This design comes from an exercise in tuning for small area, a short achievable clock period and few clock cycles per item on the open sky130 flow, not from production work.

## the previous run
// gz_core
module gz_core (
  input  wire        clk,
  input  wire        rst,
  input  wire [17:0] cfg_coef,
  input  wire [17:0] cfg_sin,
  input  wire [7:0]  cfg_nm1,
  input  wire        in_valid,
  output wire        in_ready,
  input  wire [15:0] in_data,
  output wire        out_valid,
  input  wire        out_ready,
  output wire [31:0] out_re,
  output wire [31:0] out_im,
  output wire [31:0] out_mag,
  output wire [15:0] out_ph
);
  wire        post_free;
  wire        re_v;
  wire        im_v;
  wire [31:0] res_re;
  wire [31:0] res_im;
  gz_recur u_recur (
    .clk(clk), .rst(rst),
    .cfg_coef(cfg_coef), .cfg_sin(cfg_sin), .cfg_nm1(cfg_nm1),
    .in_valid(in_valid), .in_ready(in_ready), .in_data(in_data),
    .post_free(post_free), .re_v(re_v), .im_v(im_v),
    .res_re(res_re), .res_im(res_im)
  );
  gz_post u_post (
    .clk(clk), .rst(rst),
    .re_v(re_v), .im_v(im_v), .res_re(res_re), .res_im(res_im),
    .post_free(post_free),
    .out_valid(out_valid), .out_ready(out_ready),
    .out_re(out_re), .out_im(out_im), .out_mag(out_mag), .out_ph(out_ph)
  );
endmodule
Size in the first run: ~5,700 cells after synthesis.
==> module gz_add, before the edit <==
module gz_add #(parameter W = 36) (
  input  wire [W-1:0] a,
  input  wire [W-1:0] b,
  input  wire         ci,
  output wire [W-1:0] s
);
  localparam L = $clog2(W);
  wire [W-1:0] p = a ^ b;
  wire [W-1:0] g0 = a & b;
  wire [W:0] gg [0:2*L];
  wire [W:0] pp [0:2*L];
  assign gg[0] = {g0, ci};
  assign pp[0] = {p, 1'b0};
  genvar lv, i;
  generate
    for (lv = 0; lv < L; lv = lv + 1) begin : up
      for (i = 0; i <= W; i = i + 1) begin : n
        if (((i + 1) % (2 << lv)) == 0) begin : c
          assign gg[lv+1][i] = gg[lv][i] | (pp[lv][i] & gg[lv][i - (1 << lv)]);
          assign pp[lv+1][i] = pp[lv][i] & pp[lv][i - (1 << lv)];
        end else begin : k
          assign gg[lv+1][i] = gg[lv][i];
          assign pp[lv+1][i] = pp[lv][i];
        end
      end
    end
    for (lv = L - 2; lv >= 0; lv = lv - 1) begin : dn
      for (i = 0; i <= W; i = i + 1) begin : n
        if (((i + 1) % (2 << lv)) == (1 << lv) && i >= (2 << lv)) begin : c
          assign gg[2*L-1-lv][i] = gg[2*L-2-lv][i] | (pp[2*L-2-lv][i] & gg[2*L-2-lv][i - (1 << lv)]);
          assign pp[2*L-1-lv][i] = pp[2*L-2-lv][i] & pp[2*L-2-lv][i - (1 << lv)];
        end else begin : k
          assign gg[2*L-1-lv][i] = gg[2*L-2-lv][i];
          assign pp[2*L-1-lv][i] = pp[2*L-2-lv][i];
        end
      end
    end
  endgenerate
  wire [W:0] cy = gg[2*L-1];
  assign s = p ^ cy[W-1:0];
endmodule
==> module gz_post, before the edit <==
module gz_post (
  input  wire        clk,
  input  wire        rst,
  input  wire        re_v,
  input  wire        im_v,
  input  wire [31:0] res_re,
  input  wire [31:0] res_im,
  output wire        post_free,
  output wire        out_valid,
  input  wire        out_ready,
  output wire [31:0] out_re,
  output wire [31:0] out_im,
  output wire [31:0] out_mag,
  output wire [15:0] out_ph
);
  localparam S_IDLE = 2'd0, S_SQ = 2'd1, S_RT = 2'd2, S_DONE = 2'd3;
  reg  [1:0]  st;
  reg  [4:0]  k;
  reg  [31:0] re;
  reg  [31:0] im;
  reg  [64:0] s;       
  reg  [33:0] x;       
  reg  [33:0] y;       
  reg  [15:0] z;
  assign post_free = (st == S_IDLE);
  wire [32:0] re_e = {re, 1'b0};
  wire [32:0] im_e = {im, 1'b0};
  wire [2:0]  dre  = re_e >> {k[3:0], 1'b0};
  wire [2:0]  dim  = im_e >> {k[3:0], 1'b0};
  function [34:0] bpp;
    input [2:0]  dg;
    input [31:0] v;
    reg one, two;
    reg [34:0] m;
    begin
      one = dg[1] ^ dg[0];
      two = (dg[2] & ~dg[1] & ~dg[0]) | (~dg[2] & dg[1] & dg[0]);
      m   = ({35{one}} & {{3{v[31]}}, v}) | ({35{two}} & {{2{v[31]}}, v, 1'b0});
      bpp = m ^ {35{dg[2]}};
    end
  endfunction
  wire [34:0] h    = (k == 5'd0) ? 35'd0 : {{2{s[64]}}, s[64:32]};
  wire [34:0] pa   = bpp(dre, re);
  wire [34:0] pb   = bpp(dim, im);
  wire [34:0] cs_s = h ^ pa ^ pb;
  wire [34:0] cs_c = (h & pa) | (h & pb) | (pa & pb);
  wire [34:0] ssum;
  gz_add #(35) u_sadd (.a(cs_s), .b({cs_c[33:0], dre[2]}), .ci(dim[2]), .s(ssum));
  wire        nm = im[31];
  wire [33:0] cx, cy;
  wire [15:0] cz;
  wire [15:0] z0 = (k == 5'd0) ? {nm, 15'd0} : z;
  gz_cordic u_cordic (
    .x(x), .y(y), .z(z0), .i(k[3:0]), .nm(nm),
    .xn(cx), .yn(cy), .zn(cz)
  );
  wire zero = (re == 32'd0) && (im == 32'd0);
  wire [32:0] rn;
  wire        rb;
  gz_isqrt u_sqrt (
    .rem(y[32:0]), .rbits(s[63:62]), .r(x[31:0]), .rem_n(rn), .bit_n(rb)
  );
  always @(posedge clk) begin
    if (rst) begin
      st <= S_IDLE;
    end else begin
      case (st)
        S_IDLE: if (im_v) begin st <= S_SQ; k <= 5'd0; end
        S_SQ:   begin
          k <= k + 5'd1;
          if (k == 5'd15) begin st <= S_RT; k <= 5'd0; end
        end
        S_RT:   begin k <= k + 5'd1; if (k == 5'd31) st <= S_DONE; end
        S_DONE: if (out_ready) st <= S_IDLE;
      endcase
    end
  end
  always @(posedge clk) begin
    if (re_v) re <= res_re;
    if (im_v) im <= res_im;
    if (st == S_SQ) s <= {ssum, s[31:2]};
    else            s <= {s[62:0], 2'b00};
    if (re_v)                            y <= {{2{res_re[31]}}, res_re};
    else if (st == S_SQ && k != 5'd15)   y <= cy;
    else if (st == S_SQ)                 y <= 34'd0;
    else if (!im_v)                      y <= {1'b0, rn};
    if (im_v)                            x <= {{2{res_im[31]}}, res_im};
    else if (st == S_SQ && k != 5'd15)   x <= cx;
    else if (st == S_SQ)                 x <= 34'd0;
    else if (st == S_RT)                 x <= {x[32:0], rb};
    if (st == S_SQ) begin
      if (k != 5'd15)  z <= cz;
      else if (zero)   z <= 16'd0;
    end
  end
  assign out_valid = (st == S_DONE);
  assign out_re    = re;
  assign out_im    = im;
  assign out_mag   = x[31:0];
  assign out_ph    = z;
endmodule
export LEC_CHECK = 0
export ABC_AREA = 1
export CAP_MARGIN = 20
export CORE_MARGIN = 2
export CORE_UTILIZATION = 40
export PLACE_DENSITY = 0.6
export SLEW_MARGIN = 20
create_clock -name core_clock -period 14.0 [get_ports {clk}]
standard.sh (not shown) runs the stock make flow with config.mk's settings and CLKGATE_MAP_FILE= SYNTH_SCRIPT=/design/flow/synth_recipe.tcl, a recipe that flattens the netlist after the stock synthesis.
==> flow/flow/run.sh <==
#!/bin/bash
# The standard layout, with the timing repair asked to reach a setup
# slack of SETUP_SLACK_MARGIN ns at the design's clock (the clock, constraints
# and every other setting stay the standard flow's own).
set -euo pipefail
bash standard.sh SETUP_SLACK_MARGIN=7 finish > flow_make.log 2>&1
### the previous run -> the current run
--- a/flow/design.v
+++ b/flow/design.v
@@ -14,13 +14,13 @@
 module gz_add #(parameter W = 36) (
   input  wire [W-1:0] a,
   input  wire [W-1:0] b,
   input  wire         ci,
   output wire [W-1:0] s
 );
-  localparam L = $clog2(W);
+  localparam L = (W > 32) ? 6 : (W > 16) ? 5 : (W > 8) ? 4 : 3;    
   wire [W-1:0] p = a ^ b;
   wire [W-1:0] g0 = a & b;
   wire [W:0] gg [0:2*L];
   wire [W:0] pp [0:2*L];
   assign gg[0] = {g0, ci};
   assign pp[0] = {p, 1'b0};
@@ -977,14 +977,16 @@
   wire [34:0] ssum;
   gz_add #(35) u_sadd (.a(cs_s), .b({cs_c[33:0], dre[2]}), .ci(dim[2]), .s(ssum));
   wire        nm = im[31];
   wire [33:0] cx, cy;
   wire [15:0] cz;
   wire [15:0] z0 = (k == 5'd0) ? {nm, 15'd0} : z;
+  wire [33:0] xi = (k == 5'd0) ? {{2{im[31]}}, im} : x;
+  wire [33:0] yi = (k == 5'd0) ? {{2{re[31]}}, re} : y;
   gz_cordic u_cordic (
-    .x(x), .y(y), .z(z0), .i(k[3:0]), .nm(nm),
+    .x(xi), .y(yi), .z(z0), .i(k[3:0]), .nm(nm),
     .xn(cx), .yn(cy), .zn(cz)
   );
   wire zero = (re == 32'd0) && (im == 32'd0);
   wire [32:0] rn;
   wire        rb;
   gz_isqrt u_sqrt (
@@ -1007,18 +1009,16 @@
   end
   always @(posedge clk) begin
     if (re_v) re <= res_re;
     if (im_v) im <= res_im;
     if (st == S_SQ) s <= {ssum, s[31:2]};
     else            s <= {s[62:0], 2'b00};
-    if (re_v)                            y <= {{2{res_re[31]}}, res_re};
-    else if (st == S_SQ && k != 5'd15)   y <= cy;
+    if (st == S_SQ && k != 5'd15)        y <= cy;
     else if (st == S_SQ)                 y <= 34'd0;
-    else if (!im_v)                      y <= {1'b0, rn};
-    if (im_v)                            x <= {{2{res_im[31]}}, res_im};
-    else if (st == S_SQ && k != 5'd15)   x <= cx;
+    else                                 y <= {1'b0, rn};
+    if (st == S_SQ && k != 5'd15)        x <= cx;
     else if (st == S_SQ)                 x <= 34'd0;
     else if (st == S_RT)                 x <= {x[32:0], rb};
     if (st == S_SQ) begin
       if (k != 5'd15)  z <= cz;
       else if (zero)   z <= 16'd0;
     end
[summary]
- Between the current run and the previous run, the signed area change from the synthesized netlist to the final layout is higher for the previous run.
- Comparing the current run and the previous run, the lower multi-input gate share of total cell area was measured on the previous run.
- The worst slew slack as a fraction of its limit reported for the current run is greater than that of the previous run by 9.5 points.
- Synthesized area divided by synthesized cell count of the current run exceeds that of the previous run slightly.
- From the previous run to the current run the numbers moved as follows: design area now sits lower; post-route met1 wirelength fell by about 3.3%.
- The current run against the previous run: top fanout value on the critical path now smaller, post-CTS setup-driven buffer insertion count rose 2, area fraction in compound gates after synthesis went up 1.2 points.
Function was not checked in any run of this note: the RTL went through the layout flow alone.

==> static timing again, ports no longer ideal <==
No port has a modelled driver above. Below, the same layouts with a new extraction and two added sets of constraints.
Step 1 sets driving cells, clkbuf_16 on the clock port and buf_2 on the other inputs (assumed; they add their load-dependent delay and slew).
Step 2 moves the port delays by t, midway between the first and last clock arrival at a register: inputs arrive t later, outputs are due t later. That takes back most of the time a late clock gives input paths.
Three values: no drivers, after step 1, after step 2; two values: the first two.
| run | t, ns | setup slack, ns | worst setup path after step 2 | clock arrival spread, ns |
|---|---|---|---|---|
| the previous run | 0.721 | 7.142 / 7.142 / 7.142 | register to register | 0.034 / 0.034 |
| the current run | 0.700 | 7.043 / 7.043 / 7.043 | register to register | 0.037 / 0.037 |
After both steps every run listed still meets setup and hold.
